What follows belongs to an exercise in optimizing a design on an open flow for small area; a production flow would make more cautious choices.
At most, simulation tests tie the RTL to the original design; equivalence was not proved.
Power and IR drop assume default switching activity.

==> inputs of run a <==
==> flow/design.v <==
module rds_decoder (
    input  wire        clk,
    input  wire        rst,         
    input  wire        cmd_valid,
    input  wire [1:0]  cmd_op,
    input  wire        rdsr,
    input  wire [15:0] blk_a,
    input  wire [15:0] blk_b,
    input  wire [15:0] blk_c,
    input  wire [15:0] blk_d,
    input  wire [6:0]  rd_addr,
    output wire [7:0]  rd_data,
    output reg         result,
    output wire [5:0]  pty,
    output wire        edge_state,
    output wire        text_ab
);
    reg [63:0]  ps;         
    reg [511:0] rt;         
    reg [511:0] wip;        
    reg         ab_q;       
    reg [5:0]   pty_q;      
    reg         armed_q;    
    assign pty        = pty_q;
    assign edge_state = armed_q;
    assign text_ab    = ab_q;
    wire [23:0] wip_ld, wip_hold;
    wire [3:0]  ps_ld, ps_hold;
    wire        rt_ld, rt_hold;
    wire [31:0] lanes;
    wire        clr, ab_ld, pty_ld, result_ld, result_d, armed_d;
    rds_ctrl u_ctrl (
        .rst       (rst),
        .cmd_valid (cmd_valid),
        .cmd_op    (cmd_op),
        .rdsr      (rdsr),
        .blk_b     (blk_b),
        .blk_c     (blk_c),
        .blk_d     (blk_d),
        .ab_q      (ab_q),
        .armed_q   (armed_q),
        .wip_ld    (wip_ld),
        .wip_hold  (wip_hold),
        .ps_ld     (ps_ld),
        .ps_hold   (ps_hold),
        .rt_ld     (rt_ld),
        .rt_hold   (rt_hold),
        .lanes     (lanes),
        .clr       (clr),
        .ab_ld     (ab_ld),
        .pty_ld    (pty_ld),
        .result_ld (result_ld),
        .result_d  (result_d),
        .armed_d   (armed_d)
    );
    genvar b, u;
    generate
        for (b = 0; b < 64; b = b + 1) begin : g_txt
            localparam integer UNIT = (b < 32) ? (b >> 1) : (16 + ((b - 32) >> 2));
            always @(posedge clk) begin
                wip[8*b +: 8] <= (wip[8*b +: 8] & {8{wip_hold[UNIT]}}) |
                                 (lanes[8*(b % 4) +: 8] & {8{wip_ld[UNIT]}});
                rt[8*b +: 8]  <= (rt[8*b +: 8] & {8{rt_hold}}) |
                                 (wip[8*b +: 8] & {8{rt_ld}});
            end
        end
        for (u = 0; u < 4; u = u + 1) begin : g_ps
            always @(posedge clk) begin
                ps[16*u +: 16] <= (ps[16*u +: 16] & {16{ps_hold[u]}}) |
                                  ({blk_d[7:0], blk_d[15:8]} & {16{ps_ld[u]}});
            end
        end
    endgenerate
    always @(posedge clk) begin
        if (clr) begin
            ab_q  <= 1'b0;
            pty_q <= 6'h3F;
        end else begin
            if (ab_ld)
                ab_q <= blk_b[4];
            if (pty_ld)
                pty_q <= {1'b0, blk_b[9:5]};
        end
    end
    always @(posedge clk) begin
        armed_q <= armed_d;
        if (result_ld)
            result <= result_d;
    end
    wire [71:0] rd_sel;
    rds_rdsel u_rdsel (
        .rd_addr (rd_addr),
        .sel     (rd_sel)
    );
    rds_rdmux u_rdmux (
        .data ({ps, rt}),
        .sel  (rd_sel),
        .q    (rd_data)
    );
endmodule
module rds_ctrl (
    input  wire        rst,
    input  wire        cmd_valid,
    input  wire [1:0]  cmd_op,
    input  wire        rdsr,
    input  wire [15:0] blk_b,
    input  wire [15:0] blk_c,
    input  wire [15:0] blk_d,
    input  wire        ab_q,
    input  wire        armed_q,
    output wire [23:0] wip_ld,
    output wire [23:0] wip_hold,
    output wire [3:0]  ps_ld,
    output wire [3:0]  ps_hold,
    output wire        rt_ld,
    output wire        rt_hold,
    output wire [31:0] lanes,
    output wire        clr,
    output wire        ab_ld,
    output wire        pty_ld,
    output wire        result_ld,
    output wire        result_d,
    output wire        armed_d
);
    localparam [1:0] CMD_DECODE = 2'd0;
    localparam [1:0] CMD_POLL   = 2'd1;
    localparam [1:0] CMD_RESET  = 2'd2;
    wire [4:0] gc    = blk_b[15:11];
    wire       is_g0 = (gc[4:1] == 4'd0);
    wire       is_2a = (gc == 5'd4);
    wire       is_2b = (gc == 5'd5);
    wire       is_g2 = (gc[4:1] == 4'd2);
    wire       handled = is_g0 || is_g2;
    wire [3:0] seg   = blk_b[3:0];
    wire cmd_decode = cmd_valid && (cmd_op == CMD_DECODE);
    wire cmd_poll   = cmd_valid && (cmd_op == CMD_POLL);
    wire cmd_reset  = cmd_valid && (cmd_op == CMD_RESET);
    wire poll_edge  = cmd_poll && !armed_q && rdsr;
    wire dec        = !rst && (cmd_decode || poll_edge);
    assign clr      = rst || cmd_reset;
    assign rt_ld    = dec && is_g2 && (blk_b[4] != ab_q);
    assign rt_hold  = !(rt_ld || clr);
    assign ab_ld    = rt_ld;
    assign pty_ld   = dec && is_g0;
    function [7:0] cr;
        input [7:0] ch;
        cr = (ch == 8'h0D) ? 8'h00 : ch;
    endfunction
    assign lanes[7:0]   = cr(gc[0] ? blk_d[15:8] : blk_c[15:8]);
    assign lanes[15:8]  = cr(gc[0] ? blk_d[7:0]  : blk_c[7:0]);
    assign lanes[23:16] = cr(blk_d[15:8]);
    assign lanes[31:24] = cr(blk_d[7:0]);
    genvar u;
    generate
        for (u = 0; u < 16; u = u + 1) begin : g_lo
            assign wip_ld[u] = dec &&
                ((is_2a && seg == (u >> 1)) || (is_2b && seg == u));
        end
        for (u = 0; u < 8; u = u + 1) begin : g_hi
            assign wip_ld[16 + u] = dec && is_2a && seg == (8 + u);
        end
        for (u = 0; u < 4; u = u + 1) begin : g_ps
            assign ps_ld[u] = dec && is_g0 && blk_b[1:0] == u;
        end
    endgenerate
    assign wip_hold = ~(wip_ld | {24{rt_ld || clr}});
    assign ps_hold  = ~(ps_ld | {4{clr}});
    assign result_ld = rst || (cmd_valid && cmd_op != 2'd3);
    assign result_d  = !rst && (cmd_op == CMD_DECODE ? handled :
                                cmd_op == CMD_POLL   ? poll_edge : 1'b1);
    assign armed_d   = !rst && (cmd_poll ? rdsr : armed_q);
endmodule
module rds_rdsel (
    input  wire [6:0]  rd_addr,
    output wire [71:0] sel      
);
    genvar i;
    generate
        for (i = 0; i < 64; i = i + 1) begin : g_rt
            assign sel[i] = (rd_addr == (64 + i));
        end
        for (i = 0; i < 8; i = i + 1) begin : g_ps
            assign sel[64 + i] = (rd_addr == i);
        end
    endgenerate
endmodule
module rds_rdmux (
    input  wire [575:0] data,
    input  wire [71:0]  sel,
    output wire [7:0]   q
);
    genvar k, g;
    generate
        for (k = 0; k < 8; k = k + 1) begin : g_bit
            wire [23:0] grp_n;      
            wire [5:0]  quad;       
            wire [2:0]  pair_n;
            for (g = 0; g < 24; g = g + 1) begin : g_grp
                rds_aoi222 u_aoi (
                    .a1 (sel[3*g]),     .b1 (data[8*(3*g) + k]),
                    .a2 (sel[3*g + 1]), .b2 (data[8*(3*g + 1) + k]),
                    .a3 (sel[3*g + 2]), .b3 (data[8*(3*g + 2) + k]),
                    .y  (grp_n[g])
                );
            end
            for (g = 0; g < 6; g = g + 1) begin : g_quad
                rds_nand4 u_nand (
                    .a (grp_n[4*g]), .b (grp_n[4*g + 1]),
                    .c (grp_n[4*g + 2]), .d (grp_n[4*g + 3]),
                    .y (quad[g])
                );
            end
            for (g = 0; g < 3; g = g + 1) begin : g_pair
                rds_nor2 u_nor (.a (quad[2*g]), .b (quad[2*g + 1]), .y (pair_n[g]));
            end
            rds_nand3 u_out (.a (pair_n[0]), .b (pair_n[1]), .c (pair_n[2]), .y (q[k]));
        end
    endgenerate
endmodule
module rds_aoi222 (
    input  wire a1, b1, a2, b2, a3, b3,
    output wire y
);
    assign y = ~((a1 & b1) | (a2 & b2) | (a3 & b3));
endmodule
module rds_nand4 (
    input  wire a, b, c, d,
    output wire y
);
    assign y = ~(a & b & c & d);
endmodule
module rds_nor2 (
    input  wire a, b,
    output wire y
);
    assign y = ~(a | b);
endmodule
module rds_nand3 (
    input  wire a, b, c,
    output wire y
);
    assign y = ~(a & b & c);
endmodule
==> flow/run.sh <==
#!/bin/bash
# synth_recipe.tcl (not shown) runs the flow's synth.tcl, then flattens the netlist and writes it again
# the make line also repeats each setting of config.mk as NAME=value (left out here)
make -C /OpenROAD-flow-scripts/flow DESIGN_CONFIG=/design/flow/config.mk WORK_HOME=/design/flow/orfs CLKGATE_MAP_FILE= SYNTH_SCRIPT=/design/flow/synth_recipe.tcl finish
==> flow/config.mk <==
export PLATFORM = sky130hd
export DESIGN_NAME = rds_decoder
export DESIGN_NICKNAME = rds_decoder
export VERILOG_FILES = /design/flow/design.v
export SDC_FILE = /design/flow/constraint.sdc
export NUM_CORES = 4
export LEC_CHECK = 0
export CAP_MARGIN = 20
export CORE_MARGIN = 2
export CORE_UTILIZATION = 40
export SLEW_MARGIN = 20
export SYNTH_HIERARCHICAL = 1
==> flow/constraint.sdc <==
create_clock -name core_clock -period 10.0 [get_ports {clk}]
set_input_delay 2.0000 -clock core_clock [delete_from_list [all_inputs] [get_ports {clk}]]
set_output_delay 2.0000 -clock core_clock [all_outputs]
set_load 0.01 [all_outputs]
==> inputs of run b, as changes to run a <==
==> flow/design.v, changed modules only <==
module rds_ctrl (
    input  wire        rst,
    input  wire        cmd_valid,
    input  wire [1:0]  cmd_op,
    input  wire        rdsr,
    input  wire [15:0] blk_b,
    input  wire [15:0] blk_c,
    input  wire [15:0] blk_d,
    input  wire        ab_q,
    input  wire        armed_q,
    output wire [23:0] wip_ld,
    output wire [23:0] wip_hold,
    output wire [3:0]  ps_ld,
    output wire [3:0]  ps_hold,
    output wire        rt_ld,
    output wire        rt_hold,
    output wire [31:0] lanes,
    output wire        clr,
    output wire        ab_ld,
    output wire        pty_ld,
    output wire        result_ld,
    output wire        result_d,
    output wire        armed_d
);
    wire dec_g0_n, dec_2a, dec_2b, rt_clr;
    rds_cmdec u_cmdec (
        .rst       (rst),
        .cmd_valid (cmd_valid),
        .cmd_op    (cmd_op),
        .rdsr      (rdsr),
        .gc        (blk_b[15:11]),
        .ab        (blk_b[4]),
        .ab_q      (ab_q),
        .armed_q   (armed_q),
        .clr       (clr),
        .dec_g0_n  (dec_g0_n),
        .dec_2a    (dec_2a),
        .dec_2b    (dec_2b),
        .rt_ld     (rt_ld),
        .rt_hold   (rt_hold),
        .rt_clr    (rt_clr),
        .result_ld (result_ld),
        .result_d  (result_d),
        .armed_d   (armed_d)
    );
    assign ab_ld  = rt_ld;
    assign pty_ld = !dec_g0_n;
    wire [7:0] cr_chi, cr_clo;
    rds_cr u_cr0 (.ch (blk_c[15:8]), .q (cr_chi));
    rds_cr u_cr1 (.ch (blk_c[7:0]),  .q (cr_clo));
    rds_cr u_cr2 (.ch (blk_d[15:8]), .q (lanes[23:16]));
    rds_cr u_cr3 (.ch (blk_d[7:0]),  .q (lanes[31:24]));
    wire gc0_n = !blk_b[11];    
    genvar u;
    generate
        for (u = 0; u < 8; u = u + 1) begin : g_lane
            rds_ao22 u_m0 (.a1 (gc0_n), .b1 (cr_chi[u]), .a2 (blk_b[11]), .b2 (lanes[16 + u]),
                           .y (lanes[u]));
            rds_ao22 u_m1 (.a1 (gc0_n), .b1 (cr_clo[u]), .a2 (blk_b[11]), .b2 (lanes[24 + u]),
                           .y (lanes[8 + u]));
        end
    endgenerate
    wire [3:0]  s10_n, s32_n;
    wire [15:0] seg_oh;
    rds_dec2n u_s10 (.a (blk_b[1:0]), .y_n (s10_n));
    rds_dec2n u_s32 (.a (blk_b[3:2]), .y_n (s32_n));
    generate
        for (u = 0; u < 16; u = u + 1) begin : g_seg
            rds_nor2 u_oh (.a (s10_n[u % 4]), .b (s32_n[u / 4]), .y (seg_oh[u]));
        end
        for (u = 0; u < 16; u = u + 1) begin : g_lo
            rds_ao22 u_ld (.a1 (dec_2a), .b1 (seg_oh[u / 2]),
                           .a2 (dec_2b), .b2 (seg_oh[u]), .y (wip_ld[u]));
        end
        for (u = 0; u < 8; u = u + 1) begin : g_hi
            rds_and2 u_ld (.a (dec_2a), .b (seg_oh[8 + u]), .y (wip_ld[16 + u]));
        end
        for (u = 0; u < 24; u = u + 1) begin : g_hold
            rds_nor2 u_hold (.a (rt_clr), .b (wip_ld[u]), .y (wip_hold[u]));
        end
        for (u = 0; u < 4; u = u + 1) begin : g_ps
            rds_nor2 u_ld (.a (dec_g0_n), .b (s10_n[u]), .y (ps_ld[u]));
            rds_nor2 u_hold (.a (clr), .b (ps_ld[u]), .y (ps_hold[u]));
        end
    endgenerate
endmodule
module rds_cmdec (
    input  wire       rst,
    input  wire       cmd_valid,
    input  wire [1:0] cmd_op,
    input  wire       rdsr,
    input  wire [4:0] gc,
    input  wire       ab,
    input  wire       ab_q,
    input  wire       armed_q,
    output wire       clr,
    output wire       dec_g0_n,
    output wire       dec_2a,
    output wire       dec_2b,
    output wire       rt_ld,
    output wire       rt_hold,
    output wire       rt_clr,       
    output wire       result_ld,
    output wire       result_d,
    output wire       armed_d
);
    localparam [1:0] CMD_DECODE = 2'd0;
    localparam [1:0] CMD_POLL   = 2'd1;
    localparam [1:0] CMD_RESET  = 2'd2;
    wire is_g0   = (gc[4:1] == 4'd0);      
    wire is_g2   = (gc[4:1] == 4'd2);      
    wire handled = is_g0 || is_g2;
    wire cmd_decode = cmd_valid && (cmd_op == CMD_DECODE);
    wire cmd_poll   = cmd_valid && (cmd_op == CMD_POLL);
    wire cmd_reset  = cmd_valid && (cmd_op == CMD_RESET);
    wire poll_edge  = cmd_poll && !armed_q && rdsr;
    wire dec        = !rst && (cmd_decode || poll_edge);
    wire dec_g2     = dec && is_g2;
    assign clr      = rst || cmd_reset;
    assign dec_g0_n = !(dec && is_g0);
    assign dec_2a   = dec_g2 && !gc[0];
    assign dec_2b   = dec_g2 && gc[0];
    assign rt_ld    = dec_g2 && (ab != ab_q);
    assign rt_clr   = rt_ld || clr;
    assign rt_hold  = !rt_clr;
    assign result_ld = rst || (cmd_valid && cmd_op != 2'd3);
    assign result_d  = !rst && (cmd_op == CMD_DECODE ? handled :
                                cmd_op == CMD_POLL   ? poll_edge : 1'b1);
    assign armed_d   = !rst && (cmd_poll ? rdsr : armed_q);
endmodule
module rds_cr (
    input  wire [7:0] ch,
    output wire [7:0] q
);
    wire hi_any, lo_ok, not_cr;
    rds_or4   u_hi (.a (ch[7]), .b (ch[6]), .c (ch[5]), .d (ch[4]), .y (hi_any));
    rds_nor2  u_lo (.a (hi_any), .b (ch[1]), .y (lo_ok));
    rds_nand4 u_cr (.a (lo_ok), .b (ch[3]), .c (ch[2]), .d (ch[0]), .y (not_cr));
    rds_and2  u_b3 (.a (ch[3]), .b (not_cr), .y (q[3]));
    rds_and2  u_b2 (.a (ch[2]), .b (not_cr), .y (q[2]));
    rds_and2  u_b0 (.a (ch[0]), .b (not_cr), .y (q[0]));
    assign q[7:4] = ch[7:4];
    assign q[1]   = ch[1];
endmodule
module rds_dec2n (
    input  wire [1:0] a,
    output wire [3:0] y_n
);
    assign y_n = ~(4'b0001 << a);
endmodule
module rds_rdsel (
    input  wire [6:0]  rd_addr,
    output wire [71:0] sel      
);
    wire [7:0] lo_n = ~(8'b1 << rd_addr[2:0]);
    wire [8:0] grp_n;
    assign grp_n[7:0] = ~({8{rd_addr[6]}} & (8'b1 << rd_addr[5:3]));
    assign grp_n[8]   = !(rd_addr[6:3] == 4'd0);
    genvar g, m;
    generate
        for (g = 0; g < 9; g = g + 1) begin : g_grp
            for (m = 0; m < 8; m = m + 1) begin : g_lo
                rds_nor2 u_sel (.a (grp_n[g]), .b (lo_n[m]), .y (sel[8*g + m]));
            end
        end
    endgenerate
endmodule
module rds_ao22 (
    input  wire a1, b1, a2, b2,
    output wire y
);
    assign y = (a1 & b1) | (a2 & b2);
endmodule
module rds_and2 (
    input  wire a, b,
    output wire y
);
    assign y = a & b;
endmodule
module rds_or4 (
    input  wire a, b, c, d,
    output wire y
);
    assign y = a | b | c | d;
endmodule
==> flow/flow/run.sh (new file) <==
#!/bin/bash
# Layout flow: the standard flow (the standard.sh, standard synthesis
# unchanged) with two layout choices changed:
#  - clock tree: clkbuf_16 buffers, larger sink clusters, no dummy loads;
#  - port buffers: every input and output port still gets a buffer, but
#    the smallest one (buf_1).
# Each tool's output goes to standard.log in this folder.
set -e
export CTS_ARGS="-sink_clustering_enable -repair_clock_nets -buf_list sky130_fd_sc_hd__clkbuf_16 -sink_clustering_size 30 -sink_clustering_max_diameter 70 -dont_use_dummy_load"
export BUFFER_PORTS_ARGS="-buffer_cell sky130_fd_sc_hd__buf_1"
bash standard.sh > standard.log 2>&1
==> flow/standard.sh (new file) <==
#!/bin/bash
# synth_recipe.tcl (not shown) runs the flow's synth.tcl, then flattens the netlist and writes it again
# the make line also repeats each setting of config.mk as NAME=value (left out here)
make -C /OpenROAD-flow-scripts/flow DESIGN_CONFIG=/design/flow/config.mk WORK_HOME=/design/flow/orfs CLKGATE_MAP_FILE= SYNTH_SCRIPT=/design/flow/synth_recipe.tcl "${@:-finish}"
- CORE_UTILIZATION: 40 -> 70
- PLACE_DENSITY: unset -> 0.85
removed: flow/run.sh
==> notes <==
- Against run b, the power of run a is higher by 33%.
- Between run b and run a, the lower wire length is in run b (gap 16%, measured against run a).
- Against run b, the final cell count of run a is higher by 22%.
- In flip-flop and latch count, run b and run a do not differ.
- Against run a, the clock power of run b is smaller by 50%.
- Maximum frequency: run a is lower than run b (about 12%).
Only the layout flow was run in run a; the RTL was not checked for function there.

[afterwards: timing with drivers on the ports]
In the flow no input, the clock included, has a driving cell. The finished layouts below were timed again as built, in two steps.
Step 1 (the two cells are an assumption about what drives the block):
set clk [get_ports {clk}]
set_driving_cell -lib_cell sky130_fd_sc_hd__clkbuf_16 $clk
set_driving_cell -lib_cell sky130_fd_sc_hd__buf_2 [delete_from_list [all_inputs] $clk]
Step 2 times the ports against the registers' clock, not the clock port: input delays grow and output delays shrink by t, the midpoint of the rising clock arrivals with the driver on.
a / b / c = ideal ports / drivers / drivers and shift; a / b = the first two.
| run | t (ns) | setup slack, ns | worst setup path after step 2 | clock arrival spread, ns | slew at the worst register clock pin (ns) |
|---|---|---|---|---|---|
| run a | 0.727 | 1.702 / 1.595 / 1.595 | input to output | 0.024 / 0.024 | 0.07 / 0.07 |
| run b | 0.689 | 2.692 / 2.626 / 2.626 | input to output | 0.059 / 0.059 | 0.11 / 0.11 |
After both steps setup and hold are still met in every run listed. The setup slack of run a, which loses most, moves by -0.107 ns with the drivers and by -0.107 ns with both steps.
